From an optimization exercise on the open Yosys and OpenROAD flow, aimed at small area, a short achievable clock period and few clock cycles; shortcuts taken in it are not production practice.
Function was checked by simulation only, so behaviour that the tests miss may differ from the original.

## oak
// sbcodec
module sbcodec (
    input  wire        clk,
    input  wire        rst,
    input  wire        reg_wr,
    input  wire [3:0]  reg_addr,
    input  wire [63:0] reg_wdata,
    output reg  [63:0] reg_rdata,
    output wire        busy,
    input  wire        in_valid,
    input  wire [7:0]  in_data,
    output wire        in_ready,
    output wire        out_valid,
    output wire [7:0]  out_data,
    input  wire        out_ready
);
Size: about 9,900 cells after synthesis, roughly 900 flip-flops, roughly 0.082 mm² of cells after synthesis.
Settings: LEC_CHECK=0, CAP_MARGIN=20, CORE_MARGIN=2, CORE_UTILIZATION=50, SLEW_MARGIN=20; clock period 12.0 ns.
standard.sh (not shown) runs the stock make flow with config.mk's settings and CLKGATE_MAP_FILE= SYNTH_SCRIPT=/design/flow/synth_recipe.tcl, a recipe that flattens the netlist after the stock synthesis.
==> flow/flow/run.sh <==
#!/bin/bash
# The standard layout (standard.sh: the standard synthesis, then ORFS
# floorplan to finish), with these settings changed on make's command line:
#  - BUFFER_PORTS_ARGS makes the port buffers plain buf_4 cells (the default
#    choice is a delay-type buffer);
#  - MATCH_CELL_FOOTPRINT=0 lets the resizer size cells across footprints;
#  - SETUP_SLACK_MARGIN=5.9 makes repair_timing aim for 5.9 ns of setup slack
#    at the design's 12 ns clock;
#  - POST_GLOBAL_ROUTE_TCL runs flow/post_grt.tcl at the end of global
#    routing: a repair_design pass with 25% slew and capacitance margins
#    after the timing repair, and incremental routing of what it changed.
# The clock, constraints and everything else are the standard flow's. make's
# full output goes to make_finish.log; ORFS keeps each step's log under orfs/logs.
set -euo pipefail
bash standard.sh MATCH_CELL_FOOTPRINT=0 SETUP_SLACK_MARGIN=5.9 \
    "BUFFER_PORTS_ARGS=-buffer_cell sky130_fd_sc_hd__buf_4" \
    "POST_GLOBAL_ROUTE_TCL=$PWD/flow/post_grt.tcl" finish > make_finish.log 2>&1
==> flow/flow/post_grt.tcl <==
# Hook run by ORFS at the end of global routing (POST_GLOBAL_ROUTE_TCL), after
# its own repair_design and repair_timing: repair_timing's moves can leave
# nets near their slew and capacitance limits, which the extracted parasitics
# of the final layout then exceed. Repair them again with a margin, then
# route the changed nets incrementally, as ORFS does after its repairs.
puts "post global route: repair_design with margins"
log_cmd repair_design -slew_margin 25 -cap_margin 25 -verbose
log_cmd global_route -start_incremental
log_cmd detailed_placement
log_cmd global_route -end_incremental \
  -congestion_report_file $::env(REPORTS_DIR)/congestion_post_hook.rpt
log_cmd estimate_parasitics -global_routing
oak completed every stage of the flow, and the final layout passed the timing, design-rule and antenna checks.
Testbench counts of oak, summed over its fixed seeds: cycles 28,537.
Input-level comparison between pine and oak:
- CORE_UTILIZATION: 50 -> 40
[summary]
- pine vs oak: final critical delay including setup and external delays down in pine
- Post-detailed-routing wire length (pine over oak): increase, about 1.2%
- Between oak and pine, critical path required time is lower for pine, oak comes in above that.
- pine ends up with higher final cell count than oak does.
- When pine is set beside oak, its final HPWL from detailed placement turns out to be 9700 µm larger.
- Delta(relative max-transition margin, pine - oak) > 0
- oak reports its classification of the worst setup path as reg -> reg while pine reports in -> out.
- oak -> pine: synthesized flop and latch total delta 0, exact match
- The worst setup path endpoint comes out st_code[2] in one run and reg_rdata[13] in the other, namely in oak and pine respectively.
- Final cell area: pine below oak
Relative to pine, the following input files were edited for birch:
--- a/flow/flow/run.sh
+++ b/flow/flow/run.sh
@@ -7 +7 @@
-#  - SETUP_SLACK_MARGIN=5.9 makes repair_timing aim for 5.9 ns of setup slack
+#  - SETUP_SLACK_MARGIN=5.6 makes repair_timing aim for 5.6 ns of setup slack
@@ -15 +15 @@
-bash standard.sh MATCH_CELL_FOOTPRINT=0 SETUP_SLACK_MARGIN=5.9 \
+bash standard.sh MATCH_CELL_FOOTPRINT=0 SETUP_SLACK_MARGIN=5.6 \
Findings:
NOTE number of ordinary and repair buffers in the finished layout pine->birch decreased by more than 10%
birch improves on pine in total routed wirelength.
From pine to birch the numbers moved as follows: clock buffer and inverter area fraction after layout +0.22 points, met2 track utilization from global routing +0.15 points.

-- afterwards: timing with drivers on the ports --
How much do the figures lean on ideal ports? The routed layouts below were timed once more, with nothing changed but the port constraints. Step 1: set_driving_cell puts a clkbuf_16 on clk and a buf_2 on each other input, an assumption about the parent block. Step 2 moves the port delays by t, midway between the first and last clock arrival at a register: inputs arrive t later, outputs are due t later. That takes back most of the time a late clock gives input paths. Slacks: no drivers / after step 1 / after step 2; pairs: no drivers / after step 1.
run	t, ns	setup slack, ns	latest minus earliest clock arrival (ns)	slew at the worst register clock pin (ns)	cell pins on the clock port's net
oak	0.890	5.627 / 5.167 / 4.808	0.060 / 0.060	0.07 / 0.07	1
pine	0.904	5.637 / 5.148 / 5.025	0.075 / 0.075	0.07 / 0.07	1
birch	0.896	5.408 / 5.028 / 4.776	0.091 / 0.090	0.07 / 0.07	1
After both steps setup and hold are still met in every run listed. The setup slack of oak, which loses most, moves by -0.460 ns with the drivers and by -0.819 ns with both steps.
